Context: an optimization exercise on an open-source flow, tuned for small area, a short achievable clock period and few clock cycles. The choices shown serve that exercise and are no tape-out recipe. No functional check of the RTL was part of this run. No activity file was given, so power comes from the tool's default toggle rates.

==> run.sh <==
#!/bin/bash
# synth_recipe.tcl (not shown) runs the flow's synth.tcl, then flattens the netlist and writes it again
# the make line also repeats each setting of config.mk as NAME=value (left out here)
make -C /OpenROAD-flow-scripts/flow DESIGN_CONFIG=/design/flow/config.mk WORK_HOME=/design/flow/orfs CLKGATE_MAP_FILE= SYNTH_SCRIPT=/design/flow/synth_recipe.tcl finish
==> config.mk <==
export PLATFORM = sky130hd
export DESIGN_NAME = icf_synth
export DESIGN_NICKNAME = icf_synth
export VERILOG_FILES = /design/flow/design.v
export SDC_FILE = /design/flow/constraint.sdc
export NUM_CORES = 4
export LEC_CHECK = 0
export CAP_MARGIN = 20
export CORE_MARGIN = 2
export CORE_UTILIZATION = 40
export SLEW_MARGIN = 20
export SYNTH_MEMORY_MAX_BITS = 16384
==> constraint.sdc <==
create_clock -name core_clock -period 30.0 [get_ports {clk}]
set_input_delay 6.0000 -clock core_clock [delete_from_list [all_inputs] [get_ports {clk}]]
set_output_delay 6.0000 -clock core_clock [all_outputs]
set_load 0.01 [all_outputs]
==> design.v <==
module icf_synth (
    input  wire        clk,
    input  wire        rst,
    input  wire        cmd_valid,
    output wire        cmd_ready,
    input  wire [1:0]  cmd_op,      
    input  wire [1:0]  cmd_ch,
    input  wire [2:0]  cmd_reg,
    input  wire [31:0] cmd_data,
    output reg         out_valid,
    output reg  [1:0]  out_ch,
    output reg  [15:0] out_val
);
    localparam OP_TICK  = 2'd0;
    localparam OP_WRITE = 2'd1;
    localparam OP_START = 2'd2;
    function [14:0] sine_q;
        input [8:0] k;
        begin
            case (k)
                9'd0: sine_q = 15'd0;
                9'd1: sine_q = 15'd201;
                9'd2: sine_q = 15'd402;
                9'd3: sine_q = 15'd603;
                9'd4: sine_q = 15'd804;
                9'd5: sine_q = 15'd1005;
                9'd6: sine_q = 15'd1206;
                9'd7: sine_q = 15'd1407;
                9'd8: sine_q = 15'd1608;
                9'd9: sine_q = 15'd1809;
                9'd10: sine_q = 15'd2009;
                9'd11: sine_q = 15'd2210;
                9'd12: sine_q = 15'd2410;
                9'd13: sine_q = 15'd2611;
                9'd14: sine_q = 15'd2811;
                9'd15: sine_q = 15'd3012;
                9'd16: sine_q = 15'd3212;
                9'd17: sine_q = 15'd3412;
                9'd18: sine_q = 15'd3612;
                9'd19: sine_q = 15'd3811;
                9'd20: sine_q = 15'd4011;
                9'd21: sine_q = 15'd4210;
                9'd22: sine_q = 15'd4410;
                9'd23: sine_q = 15'd4609;
                9'd24: sine_q = 15'd4808;
                9'd25: sine_q = 15'd5007;
                9'd26: sine_q = 15'd5205;
                9'd27: sine_q = 15'd5404;
                9'd28: sine_q = 15'd5602;
                9'd29: sine_q = 15'd5800;
                9'd30: sine_q = 15'd5998;
                9'd31: sine_q = 15'd6195;
                9'd32: sine_q = 15'd6393;
                9'd33: sine_q = 15'd6590;
                9'd34: sine_q = 15'd6786;
                9'd35: sine_q = 15'd6983;
                9'd36: sine_q = 15'd7179;
                9'd37: sine_q = 15'd7375;
                9'd38: sine_q = 15'd7571;
                9'd39: sine_q = 15'd7767;
                9'd40: sine_q = 15'd7962;
                9'd41: sine_q = 15'd8157;
                9'd42: sine_q = 15'd8351;
                9'd43: sine_q = 15'd8545;
                9'd44: sine_q = 15'd8739;
                9'd45: sine_q = 15'd8933;
                9'd46: sine_q = 15'd9126;
                9'd47: sine_q = 15'd9319;
                9'd48: sine_q = 15'd9512;
                9'd49: sine_q = 15'd9704;
                9'd50: sine_q = 15'd9896;
                9'd51: sine_q = 15'd10087;
                9'd52: sine_q = 15'd10278;
                9'd53: sine_q = 15'd10469;
                9'd54: sine_q = 15'd10659;
                9'd55: sine_q = 15'd10849;
                9'd56: sine_q = 15'd11039;
                9'd57: sine_q = 15'd11228;
                9'd58: sine_q = 15'd11417;
                9'd59: sine_q = 15'd11605;
                9'd60: sine_q = 15'd11793;
                9'd61: sine_q = 15'd11980;
                9'd62: sine_q = 15'd12167;
                9'd63: sine_q = 15'd12353;
                9'd64: sine_q = 15'd12539;
                9'd65: sine_q = 15'd12725;
                9'd66: sine_q = 15'd12910;
                9'd67: sine_q = 15'd13094;
                9'd68: sine_q = 15'd13279;
                9'd69: sine_q = 15'd13462;
                9'd70: sine_q = 15'd13645;
                9'd71: sine_q = 15'd13828;
                9'd72: sine_q = 15'd14010;
                9'd73: sine_q = 15'd14191;
                9'd74: sine_q = 15'd14372;
                9'd75: sine_q = 15'd14553;
                9'd76: sine_q = 15'd14732;
                9'd77: sine_q = 15'd14912;
                9'd78: sine_q = 15'd15090;
                9'd79: sine_q = 15'd15269;
                9'd80: sine_q = 15'd15446;
                9'd81: sine_q = 15'd15623;
                9'd82: sine_q = 15'd15800;
                9'd83: sine_q = 15'd15976;
                9'd84: sine_q = 15'd16151;
                9'd85: sine_q = 15'd16325;
                9'd86: sine_q = 15'd16499;
                9'd87: sine_q = 15'd16673;
                9'd88: sine_q = 15'd16846;
                9'd89: sine_q = 15'd17018;
                9'd90: sine_q = 15'd17189;
                9'd91: sine_q = 15'd17360;
                9'd92: sine_q = 15'd17530;
                9'd93: sine_q = 15'd17700;
                9'd94: sine_q = 15'd17869;
                9'd95: sine_q = 15'd18037;
                9'd96: sine_q = 15'd18204;
                9'd97: sine_q = 15'd18371;
                9'd98: sine_q = 15'd18537;
                9'd99: sine_q = 15'd18703;
                9'd100: sine_q = 15'd18868;
                9'd101: sine_q = 15'd19032;
                9'd102: sine_q = 15'd19195;
                9'd103: sine_q = 15'd19357;
                9'd104: sine_q = 15'd19519;
                9'd105: sine_q = 15'd19680;
                9'd106: sine_q = 15'd19841;
                9'd107: sine_q = 15'd20000;
                9'd108: sine_q = 15'd20159;
                9'd109: sine_q = 15'd20317;
                9'd110: sine_q = 15'd20475;
                9'd111: sine_q = 15'd20631;
                9'd112: sine_q = 15'd20787;
                9'd113: sine_q = 15'd20942;
                9'd114: sine_q = 15'd21096;
                9'd115: sine_q = 15'd21250;
                9'd116: sine_q = 15'd21403;
                9'd117: sine_q = 15'd21554;
                9'd118: sine_q = 15'd21705;
                9'd119: sine_q = 15'd21856;
                9'd120: sine_q = 15'd22005;
                9'd121: sine_q = 15'd22154;
                9'd122: sine_q = 15'd22301;
                9'd123: sine_q = 15'd22448;
                9'd124: sine_q = 15'd22594;
                9'd125: sine_q = 15'd22739;
                9'd126: sine_q = 15'd22884;
                9'd127: sine_q = 15'd23027;
                9'd128: sine_q = 15'd23170;
                9'd129: sine_q = 15'd23311;
                9'd130: sine_q = 15'd23452;
                9'd131: sine_q = 15'd23592;
                9'd132: sine_q = 15'd23731;
                9'd133: sine_q = 15'd23870;
                9'd134: sine_q = 15'd24007;
                9'd135: sine_q = 15'd24143;
                9'd136: sine_q = 15'd24279;
                9'd137: sine_q = 15'd24413;
                9'd138: sine_q = 15'd24547;
                9'd139: sine_q = 15'd24680;
                9'd140: sine_q = 15'd24811;
                9'd141: sine_q = 15'd24942;
                9'd142: sine_q = 15'd25072;
                9'd143: sine_q = 15'd25201;
                9'd144: sine_q = 15'd25329;
                9'd145: sine_q = 15'd25456;
                9'd146: sine_q = 15'd25582;
                9'd147: sine_q = 15'd25708;
                9'd148: sine_q = 15'd25832;
                9'd149: sine_q = 15'd25955;
                9'd150: sine_q = 15'd26077;
                9'd151: sine_q = 15'd26198;
                9'd152: sine_q = 15'd26319;
                9'd153: sine_q = 15'd26438;
                9'd154: sine_q = 15'd26556;
                9'd155: sine_q = 15'd26674;
                9'd156: sine_q = 15'd26790;
                9'd157: sine_q = 15'd26905;
                9'd158: sine_q = 15'd27019;
                9'd159: sine_q = 15'd27133;
                9'd160: sine_q = 15'd27245;
                9'd161: sine_q = 15'd27356;
                9'd162: sine_q = 15'd27466;
                9'd163: sine_q = 15'd27575;
                9'd164: sine_q = 15'd27683;
                9'd165: sine_q = 15'd27790;
                9'd166: sine_q = 15'd27896;
                9'd167: sine_q = 15'd28001;
                9'd168: sine_q = 15'd28105;
                9'd169: sine_q = 15'd28208;
                9'd170: sine_q = 15'd28310;
                9'd171: sine_q = 15'd28411;
                9'd172: sine_q = 15'd28510;
                9'd173: sine_q = 15'd28609;
                9'd174: sine_q = 15'd28706;
                9'd175: sine_q = 15'd28803;
                9'd176: sine_q = 15'd28898;
                9'd177: sine_q = 15'd28992;
                9'd178: sine_q = 15'd29085;
                9'd179: sine_q = 15'd29177;
                9'd180: sine_q = 15'd29268;
                9'd181: sine_q = 15'd29358;
                9'd182: sine_q = 15'd29447;
                9'd183: sine_q = 15'd29534;
                9'd184: sine_q = 15'd29621;
                9'd185: sine_q = 15'd29706;
                9'd186: sine_q = 15'd29791;
                9'd187: sine_q = 15'd29874;
                9'd188: sine_q = 15'd29956;
                9'd189: sine_q = 15'd30037;
                9'd190: sine_q = 15'd30117;
                9'd191: sine_q = 15'd30195;
                9'd192: sine_q = 15'd30273;
                9'd193: sine_q = 15'd30349;
                9'd194: sine_q = 15'd30424;
                9'd195: sine_q = 15'd30498;
                9'd196: sine_q = 15'd30571;
                9'd197: sine_q = 15'd30643;
                9'd198: sine_q = 15'd30714;
                9'd199: sine_q = 15'd30783;
                9'd200: sine_q = 15'd30852;
                9'd201: sine_q = 15'd30919;
                9'd202: sine_q = 15'd30985;
                9'd203: sine_q = 15'd31050;
                9'd204: sine_q = 15'd31113;
                9'd205: sine_q = 15'd31176;
                9'd206: sine_q = 15'd31237;
                9'd207: sine_q = 15'd31297;
                9'd208: sine_q = 15'd31356;
                9'd209: sine_q = 15'd31414;
                9'd210: sine_q = 15'd31470;
                9'd211: sine_q = 15'd31526;
                9'd212: sine_q = 15'd31580;
                9'd213: sine_q = 15'd31633;
                9'd214: sine_q = 15'd31685;
                9'd215: sine_q = 15'd31736;
                9'd216: sine_q = 15'd31785;
                9'd217: sine_q = 15'd31833;
                9'd218: sine_q = 15'd31880;
                9'd219: sine_q = 15'd31926;
                9'd220: sine_q = 15'd31971;
                9'd221: sine_q = 15'd32014;
                9'd222: sine_q = 15'd32057;
                9'd223: sine_q = 15'd32098;
                9'd224: sine_q = 15'd32137;
                9'd225: sine_q = 15'd32176;
                9'd226: sine_q = 15'd32213;
                9'd227: sine_q = 15'd32250;
                9'd228: sine_q = 15'd32285;
                9'd229: sine_q = 15'd32318;
                9'd230: sine_q = 15'd32351;
                9'd231: sine_q = 15'd32382;
                9'd232: sine_q = 15'd32412;
                9'd233: sine_q = 15'd32441;
                9'd234: sine_q = 15'd32469;
                9'd235: sine_q = 15'd32495;
                9'd236: sine_q = 15'd32521;
                9'd237: sine_q = 15'd32545;
                9'd238: sine_q = 15'd32567;
                9'd239: sine_q = 15'd32589;
                9'd240: sine_q = 15'd32609;
                9'd241: sine_q = 15'd32628;
                9'd242: sine_q = 15'd32646;
                9'd243: sine_q = 15'd32663;
                9'd244: sine_q = 15'd32678;
                9'd245: sine_q = 15'd32692;
                9'd246: sine_q = 15'd32705;
                9'd247: sine_q = 15'd32717;
                9'd248: sine_q = 15'd32728;
                9'd249: sine_q = 15'd32737;
                9'd250: sine_q = 15'd32745;
                9'd251: sine_q = 15'd32752;
                9'd252: sine_q = 15'd32757;
                9'd253: sine_q = 15'd32761;
                9'd254: sine_q = 15'd32765;
                9'd255: sine_q = 15'd32766;
                9'd256: sine_q = 15'd32767;
                default: sine_q = 15'd0;
            endcase
        end
    endfunction
    function [7:0] sine_d;
        input [8:0] k;
        begin
            case (k)
                9'd0: sine_d = 8'd201;
                9'd1: sine_d = 8'd201;
                9'd2: sine_d = 8'd201;
                9'd3: sine_d = 8'd201;
                9'd4: sine_d = 8'd201;
                9'd5: sine_d = 8'd201;
                9'd6: sine_d = 8'd201;
                9'd7: sine_d = 8'd201;
                9'd8: sine_d = 8'd201;
                9'd9: sine_d = 8'd200;
                9'd10: sine_d = 8'd201;
                9'd11: sine_d = 8'd200;
                9'd12: sine_d = 8'd201;
                9'd13: sine_d = 8'd200;
                9'd14: sine_d = 8'd201;
                9'd15: sine_d = 8'd200;
                9'd16: sine_d = 8'd200;
                9'd17: sine_d = 8'd200;
                9'd18: sine_d = 8'd199;
                9'd19: sine_d = 8'd200;
                9'd20: sine_d = 8'd199;
                9'd21: sine_d = 8'd200;
                9'd22: sine_d = 8'd199;
                9'd23: sine_d = 8'd199;
                9'd24: sine_d = 8'd199;
                9'd25: sine_d = 8'd198;
                9'd26: sine_d = 8'd199;
                9'd27: sine_d = 8'd198;
                9'd28: sine_d = 8'd198;
                9'd29: sine_d = 8'd198;
                9'd30: sine_d = 8'd197;
                9'd31: sine_d = 8'd198;
                9'd32: sine_d = 8'd197;
                9'd33: sine_d = 8'd196;
                9'd34: sine_d = 8'd197;
                9'd35: sine_d = 8'd196;
                9'd36: sine_d = 8'd196;
                9'd37: sine_d = 8'd196;
                9'd38: sine_d = 8'd196;
                9'd39: sine_d = 8'd195;
                9'd40: sine_d = 8'd195;
                9'd41: sine_d = 8'd194;
                9'd42: sine_d = 8'd194;
                9'd43: sine_d = 8'd194;
                9'd44: sine_d = 8'd194;
                9'd45: sine_d = 8'd193;
                9'd46: sine_d = 8'd193;
                9'd47: sine_d = 8'd193;
                9'd48: sine_d = 8'd192;
                9'd49: sine_d = 8'd192;
                9'd50: sine_d = 8'd191;
                9'd51: sine_d = 8'd191;
                9'd52: sine_d = 8'd191;
                9'd53: sine_d = 8'd190;
                9'd54: sine_d = 8'd190;
                9'd55: sine_d = 8'd190;
                9'd56: sine_d = 8'd189;
                9'd57: sine_d = 8'd189;
                9'd58: sine_d = 8'd188;
                9'd59: sine_d = 8'd188;
                9'd60: sine_d = 8'd187;
                9'd61: sine_d = 8'd187;
                9'd62: sine_d = 8'd186;
                9'd63: sine_d = 8'd186;
                9'd64: sine_d = 8'd186;
                9'd65: sine_d = 8'd185;
                9'd66: sine_d = 8'd184;
                9'd67: sine_d = 8'd185;
                9'd68: sine_d = 8'd183;
                9'd69: sine_d = 8'd183;
                9'd70: sine_d = 8'd183;
                9'd71: sine_d = 8'd182;
                9'd72: sine_d = 8'd181;
                9'd73: sine_d = 8'd181;
                9'd74: sine_d = 8'd181;
                9'd75: sine_d = 8'd179;
                9'd76: sine_d = 8'd180;
                9'd77: sine_d = 8'd178;
                9'd78: sine_d = 8'd179;
                9'd79: sine_d = 8'd177;
                9'd80: sine_d = 8'd177;
                9'd81: sine_d = 8'd177;
                9'd82: sine_d = 8'd176;
                9'd83: sine_d = 8'd175;
                9'd84: sine_d = 8'd174;
                9'd85: sine_d = 8'd174;
                9'd86: sine_d = 8'd174;
                9'd87: sine_d = 8'd173;
                9'd88: sine_d = 8'd172;
                9'd89: sine_d = 8'd171;
                9'd90: sine_d = 8'd171;
                9'd91: sine_d = 8'd170;
                9'd92: sine_d = 8'd170;
                9'd93: sine_d = 8'd169;
                9'd94: sine_d = 8'd168;
                9'd95: sine_d = 8'd167;
                9'd96: sine_d = 8'd167;
                9'd97: sine_d = 8'd166;
                9'd98: sine_d = 8'd166;
                9'd99: sine_d = 8'd165;
                9'd100: sine_d = 8'd164;
                9'd101: sine_d = 8'd163;
                9'd102: sine_d = 8'd162;
                9'd103: sine_d = 8'd162;
                9'd104: sine_d = 8'd161;
                9'd105: sine_d = 8'd161;
                9'd106: sine_d = 8'd159;
                9'd107: sine_d = 8'd159;
                9'd108: sine_d = 8'd158;
                9'd109: sine_d = 8'd158;
                9'd110: sine_d = 8'd156;
                9'd111: sine_d = 8'd156;
                9'd112: sine_d = 8'd155;
                9'd113: sine_d = 8'd154;
                9'd114: sine_d = 8'd154;
                9'd115: sine_d = 8'd153;
                9'd116: sine_d = 8'd151;
                9'd117: sine_d = 8'd151;
                9'd118: sine_d = 8'd151;
                9'd119: sine_d = 8'd149;
                9'd120: sine_d = 8'd149;
                9'd121: sine_d = 8'd147;
                9'd122: sine_d = 8'd147;
                9'd123: sine_d = 8'd146;
                9'd124: sine_d = 8'd145;
                9'd125: sine_d = 8'd145;
                9'd126: sine_d = 8'd143;
                9'd127: sine_d = 8'd143;
                9'd128: sine_d = 8'd141;
                9'd129: sine_d = 8'd141;
                9'd130: sine_d = 8'd140;
                9'd131: sine_d = 8'd139;
                9'd132: sine_d = 8'd139;
                9'd133: sine_d = 8'd137;
                9'd134: sine_d = 8'd136;
                9'd135: sine_d = 8'd136;
                9'd136: sine_d = 8'd134;
                9'd137: sine_d = 8'd134;
                9'd138: sine_d = 8'd133;
                9'd139: sine_d = 8'd131;
                9'd140: sine_d = 8'd131;
                9'd141: sine_d = 8'd130;
                9'd142: sine_d = 8'd129;
                9'd143: sine_d = 8'd128;
                9'd144: sine_d = 8'd127;
                9'd145: sine_d = 8'd126;
                9'd146: sine_d = 8'd126;
                9'd147: sine_d = 8'd124;
                9'd148: sine_d = 8'd123;
                9'd149: sine_d = 8'd122;
                9'd150: sine_d = 8'd121;
                9'd151: sine_d = 8'd121;
                9'd152: sine_d = 8'd119;
                9'd153: sine_d = 8'd118;
                9'd154: sine_d = 8'd118;
                9'd155: sine_d = 8'd116;
                9'd156: sine_d = 8'd115;
                9'd157: sine_d = 8'd114;
                9'd158: sine_d = 8'd114;
                9'd159: sine_d = 8'd112;
                9'd160: sine_d = 8'd111;
                9'd161: sine_d = 8'd110;
                9'd162: sine_d = 8'd109;
                9'd163: sine_d = 8'd108;
                9'd164: sine_d = 8'd107;
                9'd165: sine_d = 8'd106;
                9'd166: sine_d = 8'd105;
                9'd167: sine_d = 8'd104;
                9'd168: sine_d = 8'd103;
                9'd169: sine_d = 8'd102;
                9'd170: sine_d = 8'd101;
                9'd171: sine_d = 8'd99;
                9'd172: sine_d = 8'd99;
                9'd173: sine_d = 8'd97;
                9'd174: sine_d = 8'd97;
                9'd175: sine_d = 8'd95;
                9'd176: sine_d = 8'd94;
                9'd177: sine_d = 8'd93;
                9'd178: sine_d = 8'd92;
                9'd179: sine_d = 8'd91;
                9'd180: sine_d = 8'd90;
                9'd181: sine_d = 8'd89;
                9'd182: sine_d = 8'd87;
                9'd183: sine_d = 8'd87;
                9'd184: sine_d = 8'd85;
                9'd185: sine_d = 8'd85;
                9'd186: sine_d = 8'd83;
                9'd187: sine_d = 8'd82;
                9'd188: sine_d = 8'd81;
                9'd189: sine_d = 8'd80;
                9'd190: sine_d = 8'd78;
                9'd191: sine_d = 8'd78;
                9'd192: sine_d = 8'd76;
                9'd193: sine_d = 8'd75;
                9'd194: sine_d = 8'd74;
                9'd195: sine_d = 8'd73;
                9'd196: sine_d = 8'd72;
                9'd197: sine_d = 8'd71;
                9'd198: sine_d = 8'd69;
                9'd199: sine_d = 8'd69;
                9'd200: sine_d = 8'd67;
                9'd201: sine_d = 8'd66;
                9'd202: sine_d = 8'd65;
                9'd203: sine_d = 8'd63;
                9'd204: sine_d = 8'd63;
                9'd205: sine_d = 8'd61;
                9'd206: sine_d = 8'd60;
                9'd207: sine_d = 8'd59;
                9'd208: sine_d = 8'd58;
                9'd209: sine_d = 8'd56;
                9'd210: sine_d = 8'd56;
                9'd211: sine_d = 8'd54;
                9'd212: sine_d = 8'd53;
                9'd213: sine_d = 8'd52;
                9'd214: sine_d = 8'd51;
                9'd215: sine_d = 8'd49;
                9'd216: sine_d = 8'd48;
                9'd217: sine_d = 8'd47;
                9'd218: sine_d = 8'd46;
                9'd219: sine_d = 8'd45;
                9'd220: sine_d = 8'd43;
                9'd221: sine_d = 8'd43;
                9'd222: sine_d = 8'd41;
                9'd223: sine_d = 8'd39;
                9'd224: sine_d = 8'd39;
                9'd225: sine_d = 8'd37;
                9'd226: sine_d = 8'd37;
                9'd227: sine_d = 8'd35;
                9'd228: sine_d = 8'd33;
                9'd229: sine_d = 8'd33;
                9'd230: sine_d = 8'd31;
                9'd231: sine_d = 8'd30;
                9'd232: sine_d = 8'd29;
                9'd233: sine_d = 8'd28;
                9'd234: sine_d = 8'd26;
                9'd235: sine_d = 8'd26;
                9'd236: sine_d = 8'd24;
                9'd237: sine_d = 8'd22;
                9'd238: sine_d = 8'd22;
                9'd239: sine_d = 8'd20;
                9'd240: sine_d = 8'd19;
                9'd241: sine_d = 8'd18;
                9'd242: sine_d = 8'd17;
                9'd243: sine_d = 8'd15;
                9'd244: sine_d = 8'd14;
                9'd245: sine_d = 8'd13;
                9'd246: sine_d = 8'd12;
                9'd247: sine_d = 8'd11;
                9'd248: sine_d = 8'd9;
                9'd249: sine_d = 8'd8;
                9'd250: sine_d = 8'd7;
                9'd251: sine_d = 8'd5;
                9'd252: sine_d = 8'd4;
                9'd253: sine_d = 8'd4;
                9'd254: sine_d = 8'd1;
                9'd255: sine_d = 8'd1;
                9'd256: sine_d = 8'd0;
                default: sine_d = 8'd0;
            endcase
        end
    endfunction
    function [4:0] msb32;
        input [31:0] v;
        integer j;
        begin
            msb32 = 5'd0;
            for (j = 0; j < 32; j = j + 1)
                if (v[j]) msb32 = j;
        end
    endfunction
    reg [1:0]  h;
    reg [1:0]  md0, md1, md2, md3;        
    reg [31:0] in0, in1, in2, in3;        
    reg [15:0] am0, am1, am2, am3;        
    reg [15:0] of0, of1, of2, of3;        
    reg [15:0] ox0, ox1, ox2, ox3;        
    reg [32:0] p0, p1, p2, p3;            
    reg [31:0] a0, a1, a2, a3;            
    reg        cq_v;
    reg [1:0]  cq_op;
    reg [1:0]  cq_ch;
    reg [2:0]  cq_reg;
    reg [31:0] cq_d;
    reg        rdy;           
    reg        iss;           
    reg [2:0]  stc;           
    reg [2:0]  swc;           
    reg [1:0]  stb;           
    reg [31:0] e;             
    reg        clean;         
    reg        mb;            
    reg [1:0]  mch;
    reg [4:0]  mk;
    reg        mfirst;
    assign cmd_ready = rdy;
    wire sweep   = swc != 3'd0;
    wire is_tick = iss && cq_op == OP_TICK;
    wire is_strt = iss && cq_op == OP_START;
    wire is_wr   = iss && cq_op == OP_WRITE;
    wire [31:0] wd = sweep ? 32'd0 : cq_d;
    wire we_mode = sweep || (is_wr && cq_reg == 3'd0);
    wire we_inc  = sweep || (is_wr && cq_reg == 3'd1);
    wire we_amp  = sweep || (is_wr && cq_reg == 3'd2);
    wire we_off  = sweep || (is_wr && cq_reg == 3'd3);
    wire we_omx  = sweep || (is_wr && cq_reg == 3'd4);
    wire we_ph   = is_wr && cq_reg == 3'd5;
    wire clr     = sweep || is_strt || stb != 2'd0;
    wire svc  = is_tick || stc == 3'd1 || stc == 3'd2 || stc == 3'd3;
    wire dir  = md0 == 2'd1;
    wire ela  = md0 == 2'd2;
    wire mstep = mb && h == mch;
    wire ebit  = e[mk];
    wire [32:0] opa = mstep ? (mfirst ? 33'd0 : {1'b0, a0[30:0], 1'b0})
                            : (dir ? p0 : {1'b0, a0});
    wire [31:0] opb = (mstep && !ebit) ? 32'd0 : in0;
    wire [32:0] sum = opa + {1'b0, opb};
    wire        over = sum[32] && (sum[31:0] != 32'd0);
    wire [32:0] pnext = over ? 33'd0 : sum;
    wire [31:0] theta = dir ? (sum[32] ? 32'd0 : sum[31:0]) : a0;
    wire [32:0] p_port = clr ? 33'd0 : we_ph ? {1'b0, cq_d} : (svc && dir) ? pnext : p0;
    wire [31:0] a_port = clr ? 32'd0 : (mstep || (svc && ela)) ? sum[31:0] : a0;
    wire trig = is_wr && !clean &&
                ((cq_reg == 3'd1 && md3 == 2'd2) ||
                 (cq_reg == 3'd0 && cq_d[1:0] == 2'd2 && md0 != 2'd2));
    wire [1:0] h_n   = h + 2'd1;
    wire [2:0] stc_n = rst ? 3'd7 : is_tick ? 3'd1 : (stc == 3'd7 ? 3'd7 : stc + 3'd1);
    wire       swp_n = rst || swc[2] || swc[1];
    wire       mb_n  = !rst && (trig || (mb && !(mstep && mk == 5'd0)));
    wire [1:0] stb_n = rst ? 2'd0 : is_strt ? 2'd3 : (stb != 2'd0 ? stb - 2'd1 : 2'd0);
    wire       hold_n = swp_n || mb_n || stb_n != 2'd0;
    wire        c_v   = rdy ? cmd_valid : (cq_v && !iss);
    wire [1:0]  c_op  = rdy ? cmd_op  : cq_op;
    wire [1:0]  c_ch  = rdy ? cmd_ch  : cq_ch;
    wire [2:0]  c_reg = rdy ? cmd_reg : cq_reg;
    wire [1:0] t_mode = h_n;
    wire [1:0] t_inc  = h_n - 2'd1;
    wire [1:0] t_amp  = h_n - 2'd2;
    wire [1:0] t_off  = h_n - 2'd3;
    wire       k_mode = stc_n >= {1'b0, t_mode};
    wire       k_inc  = stc_n >= {1'b0, t_inc};
    wire       k_amp  = stc_n >= {1'b0, t_amp} + 3'd3;
    wire       k_off  = stc_n >= {1'b0, t_off} + 3'd4;
    wire       k_omx  = stc_n >= {1'b0, t_mode} + 3'd4;
    reg c_ok;
    always @(*) begin
        case (c_op)
            OP_TICK, OP_START: c_ok = h_n == 2'd0 && !hold_n;
            OP_WRITE: begin
                case (c_reg)
                    3'd0: c_ok = !hold_n && c_ch == t_mode && k_mode;
                    3'd1: c_ok = !hold_n && c_ch == t_inc  && k_inc;
                    3'd2: c_ok = !hold_n && c_ch == t_amp  && k_amp;
                    3'd3: c_ok = !hold_n && c_ch == t_off  && k_off;
                    3'd4: c_ok = !hold_n && c_ch == t_mode && k_omx;
                    3'd5: c_ok = !hold_n && c_ch == t_mode && k_mode;
                    default: c_ok = 1'b1;
                endcase
            end
            default: c_ok = 1'b1;
        endcase
    end
    wire iss_n = !rst && c_v && c_ok;
    always @(posedge clk) begin
        h <= rst ? 2'd0 : h + 2'd1;
        md0 <= md1; md1 <= md2; md2 <= md3;
        md3 <= we_mode ? wd[1:0] : md0;
        in0 <= in1; in1 <= in2; in3 <= in0;
        in2 <= we_inc ? wd : in3;
        am0 <= am1; am2 <= am3; am3 <= am0;
        am1 <= we_amp ? wd[15:0] : am2;
        of1 <= of2; of2 <= of3; of3 <= of0;
        of0 <= we_off ? wd[15:0] : of1;
        ox0 <= ox1; ox1 <= ox2; ox2 <= ox3;
        ox3 <= we_omx ? (wd[15:0] ^ {4'd0, {12{!sweep}}}) : ox0;
        p0 <= p1; p1 <= p2; p2 <= p3;
        p3 <= p_port;
        a0 <= a1; a1 <= a2; a2 <= a3;
        a3 <= a_port;
        if (rdy) begin
            cq_op  <= cmd_op;
            cq_ch  <= cmd_ch;
            cq_reg <= cmd_reg;
            cq_d   <= cmd_data;
        end
        cq_v <= !rst && c_v;
        iss  <= iss_n;
        rdy  <= rst || !c_v || iss_n;
        stc <= stc_n;
        swc <= rst ? 3'd4 : (sweep ? swc - 3'd1 : 3'd0);
        stb <= stb_n;
        if (rst || is_strt) begin
            e     <= 32'd0;
            clean <= 1'b1;
        end else if (is_tick) begin
            e     <= e + 32'd1;
            clean <= 1'b0;
        end
        mb <= mb_n;
        if (trig) begin
            mch    <= cq_ch;
            mk     <= msb32(e);
            mfirst <= 1'b1;
        end else if (mstep) begin
            mk     <= mk - 5'd1;
            mfirst <= 1'b0;
        end
    end
    reg        v1, v2, v3, v4;
    reg [17:0] t1;
    reg [14:0] q2;
    reg [7:0]  d2, f2;
    reg        s2;
    reg [15:0] u3;
    reg [15:0] l4;
    wire [1:0]  quad = t1[17:16];
    wire [15:0] qpos = t1[15:0];
    wire [16:0] mpos = quad[0] ? (17'h10000 - {1'b0, qpos}) : {1'b0, qpos};
    wire [15:0] prod = d2 * f2;
    wire [14:0] mag  = q2 + {7'd0, prod[15:8]};
    wire [15:0] ub   = s2 ? (16'h8000 - {1'b0, mag}) : (16'h8000 + {1'b0, mag});
    wire [31:0] scaled = u3 * am1;
    wire [31:0] sround = scaled + 32'd32768;
    wire [15:0] omx    = ox0 ^ 16'h0FFF;
    wire signed [17:0] biased = $signed({2'b00, l4}) + {{2{of0[15]}}, of0};
    wire [15:0] sample = biased[17] ? 16'd0 :
                         (biased[16:0] > {1'b0, omx}) ? omx : biased[15:0];
    always @(posedge clk) begin
        v1 <= !rst && svc && (dir || ela);
        v2 <= !rst && v1;
        v3 <= !rst && v2;
        v4 <= !rst && v3;
        out_valid <= !rst && v4;
        t1 <= theta[31:14];
        q2 <= sine_q(mpos[16:8]);
        d2 <= sine_d(mpos[16:8]);
        f2 <= mpos[7:0];
        s2 <= quad[1];
        u3 <= ub;
        l4 <= sround[31:16];
        out_val <= sample;
        out_ch  <= h;
    end
endmodule
==> results.txt <==
## worst max-delay path by stage
stage                     cells past startpoint  slack, ns  from  end
after CTS                                    13      21.36   rst  iss
after global routing                         13      20.99   rst  iss
after floorplan                              13      21.82   rst  iss
after global placement                       13      20.73   rst  iss
final                                        13      21.35   rst  iss
after detailed placement                     13      20.67   rst  iss
## per-layer routing
layer | vias to the layer above | global-route usage (%)
met3 | 337 | 3.48
met1 | 15800 | 31.2
met4 | 2 | 8.85
met2 | 1327 | 34.7
met5 | - | 0
li1 | 15400 | -
## critical path, cell delays in order
cell and delay (ns):
clkdlybuf4s50_1 0.80, nor4b_1 0.78, ha_1 0.36, nand2_1 0.09
a21o_1 0.14, and3_1 0.15, o22ai_1 0.07, o31ai_1 0.11
a21oi_1 0.10, a211o_1 0.26, nand3_1 0.07, o21ai_0 0.11
nor3_1 0.14
## final cells by class
type | count | area [um^2]
Fill cell | 10000 | 57300
Multi-Input combinational cell | 3138 | 23400
Sequential cell | 787 | 16100
Clock buffer | 107 | 2280
Tap cell | 1380 | 1730
Inverter | 363 | 1360
Timing Repair Buffer | 118 | 1050
Clock inverter | 36 | 372
Antenna cell | 1 | 2.50
## cell usage after synthesis (12+ instances only)
library cell	number
a211oi_1	77
a21o_1	37
a21oi_1	309
a21oi_2	21
a221oi_1	15
a311oi_1	19
a31oi_1	38
and2_1	190
and3_1	18
buf_1	16
buf_2	35
clkbuf_1	191
dfxtp_1	748
edfxtp_1	39
fa_1	231
ha_1	264
inv_1	361
mux2i_1	59
mux4_2	12
nand2_1	522
nand2b_1	26
nand3_1	124
nand4_1	26
nor2_1	296
nor2b_1	24
nor3_1	77
nor4_1	13
o211ai_1	72
o21a_1	24
o21ai_0	202
o221ai_1	15
o22ai_1	38
o31ai_1	20
or3_1	24
xnor2_1	85
xor2_1	58
## cells by family (layout without fill, tap and decap cells)
kind of cell | Yosys count | count (layout) | synth area share [%]
XOR/XNOR | 143 | 143 | 2.99
AND/OR/NAND/NOR | 1410 | 1410 | 15.9
other | 0 | 1 | 0
multiplexers | 76 | 76 | 2.19
AO/OA/AOI/OAI | 1014 | 1014 | 15.5
adder cells (fa/ha/maj) | 495 | 495 | 18.9
buffers and inverters | 623 | 624 | 5.94
flip-flops | 787 | 787 | 38.5
## cell usage in the layout (no fill, tap or decap), types with 13 or more instances in the layout
cell / Yosys / routed
o21a_1: 24 / 23
nor4_1: 13 / 13
a31oi_1: 38 / 38
dfxtp_1: 748 / 747
ha_1: 264 / 263
o221ai_1: 15 / 15
fa_1: 231 / 231
nand3_1: 124 / 124
or3_1: 24 / 24
and2_1: 190 / 190
edfxtp_1: 39 / 39
o21ai_0: 202 / 202
nand4_1: 26 / 26
a221oi_1: 15 / 15
mux2i_1: 59 / 59
clkbuf_16: 0 / 81
inv_1: 361 / 360
nand2_1: 522 / 519
nand2b_1: 26 / 25
clkdlybuf4s50_1: 0 / 61
a21oi_2: 21 / 21
a21o_1: 37 / 37
nor2_1: 296 / 293
and3_1: 18 / 17
xor2_1: 58 / 57
o31ai_1: 20 / 20
xnor2_1: 85 / 82
buf_4: 9 / 56
o22ai_1: 38 / 38
a311oi_1: 19 / 19
a21oi_1: 309 / 308
o211ai_1: 72 / 72
nor2b_1: 24 / 23
clkbuf_8: 5 / 16
a211oi_1: 77 / 77
nor3_1: 77 / 76
## report_power, final
| part | switching [mW] | internal (mW) | total, mW |
|---|---|---|---|
| clock | 0.420 | 0.569 | 0.989 |
| sequential | 0.0154 | 1.06 | 1.08 |
| combinational | 0.0415 | 0.0191 | 0.0606 |
| total | 0.477 | 1.65 | 2.13 |
==> flow_summary_export.csv <==
group,metric,value,unit
timing,hold_viol,0,
setup_path,timing.rr.start,"u3[8]",
timing,fmax,116,MHz
timing,min_period,8.65,ns
timing,tightest_slew,1.12,ns
clocking,cts_tree,"yes",
timing,finClkSkew,0.0337,ns
min_path,hold_path.class,"flop to flop",
synth,synth_area_leader_cell,"dfxtp_1",
synth,synth-seq-cells,787,
clocking,cts.sink_count,787,
detailed_routing,met2WireLength,52.9,mm
detailed_routing,ant_nets,0,
min_path,hold_end,"a2[4]",
die,ios,62,
synth,synth-async-reset-ratio,0,%
detailed_routing,initialDrtViolationCount,3198,
setup_path,critPathRequiredTime,30.55,ns
setup_path,reg2reg_slack,22.84,ns
synth,syn_inst,4548,
power,pwr_density_cell,45.9,nW/um^2
setup_path,r2r-end,"l4[15]",
outcome,status,"no timing/DRC/antenna violations",
clocking,clk_pin_slew,0.07,ns
placed_design,placed_cell_area,43700,um^2
global_routing,grt_pass1_vias,32500,
die,fp.coreArea,104000,um^2
global_routing,grt_usage,22.4,%
clocking,numCtsBuffers,78,
global_routing,grt-ovfl-total,0,
placed_design,placed_cells,5786,
detailed_routing,route.final.wire_length,121,mm
cells_and_area,utilization,44.7,%
timing,setup_viol,0,
clocking,cts_resized,0,
cells_and_area,nets,5023,
detailed_routing,dr_wl_met3,8.21,mm
synth,synth_edf_count,39,
min_path,holdPathStages,0,
synth,yosysSeqAreaShare,38.5,%
setup_path,path_class,"input pin to flop",
clocking,clockBufferDepth,3,
timing,rsz0062_at_grt,"no",
clocking,cts.htree.levels,3,
cells_and_area,drive_above_1_share,6.48,%
power,power,2.13,mW
detailed_routing,wl_per_cell,20.5,um
synth,syn_area,41900,um^2
min_path,min-delay-start,"a3[4]",
setup_path,cp_max_fo,21,
placed_design,dpl.hpwl,82.2,mm
synth,synth_ff_type,"dfxtp_1",
global_routing,grt_pass1_wl,189,mm
timing,maxSlewViolCount,0,
flow_run,max-cap-violations,0,
synth,synth_nets,5085,
placed_design,port_buffers,61,
setup_path,end_kind,"flop",
synth,yosysTopAreaCellShare,35.7,%
detailed_routing,top_layer,"met5",
clocking,root_buffer,"clkbuf_16",
timing,hold_ws,0.304,ns
clocking,hold_buffers,0,
detailed_routing,drt-pass1-iter-count,8,
die,die_x,328,um
cells_and_area,instances_no_fill,5930,
die,start_util,40.4,%
synth,syn_area_per_cell,9.21,um^2
detailed_routing,viasPerCell,5.54,
synth,synth_cell_types,102,
timing,worst_slack,21.35,ns
clocking,post_cts_buffers,0,
die,die_area,107000,um^2
synth,yosysWarnings,1,
global_routing,grt_max_degree,117,
placed_design,place_ws,20.67,ns
die,die_h,328,um
setup_path,r2r.worst_path.cells,22,
detailed_routing,vias,32900,
timing,fin_setup_tns,0,ns
die,rows,118,
setup_path,critPathArrivalTime,9.20,ns
setup_path,startpoint_type,"input pin",
synth,yosys-top-cells-area,"dfxtp_1 (36%), fa_1 (11%), ha_1 (7.9%)",
power,ir_worst_vdd,0.0481,mV
detailed_routing,met1Wirelength,55.5,mm
timing,slew_headroom,24.9,%
power,p_leak,19.0,nW
cells_and_area,area_growth,10.6,%
cells_and_area,stdcell_area,46300,um^2
clocking,clk_latency,0.64,ns
detailed_routing,drcViolationCount,0,
global_routing,grt_antenna_before_repair,2,
placed_design,place_congestion,0.999,
timing,period_share,28.8,%

-- port drivers added, routing unchanged --
The results above use ideal ports. As a check the final layout listed here was re-extracted and re-timed, cells and wires unchanged. Step 1 (the two cells are an assumption about what drives the block):
set clk [get_ports {clk}]
set_driving_cell -lib_cell sky130_fd_sc_hd__clkbuf_16 $clk
set_driving_cell -lib_cell sky130_fd_sc_hd__buf_2 [delete_from_list [all_inputs] $clk]
Step 2, shift: input delay + t, output delay - t, t = (earliest + latest rising clock arrival at the registers) / 2. This alone moves slack from input paths to output paths. a / b / c = ideal / step 1 / step 2; a / b = the first two.
t, ns: 0.682
slack for setup (ns): 21.352 / 21.393 / 20.711
worst register clock-pin slew, ns: 0.07 / 0.07
cell pins on the clock port's net: 1
After both steps setup and hold are still met in this run. For this run, drivers alone change the setup slack by +0.041 ns; drivers and shift together by -0.641 ns.
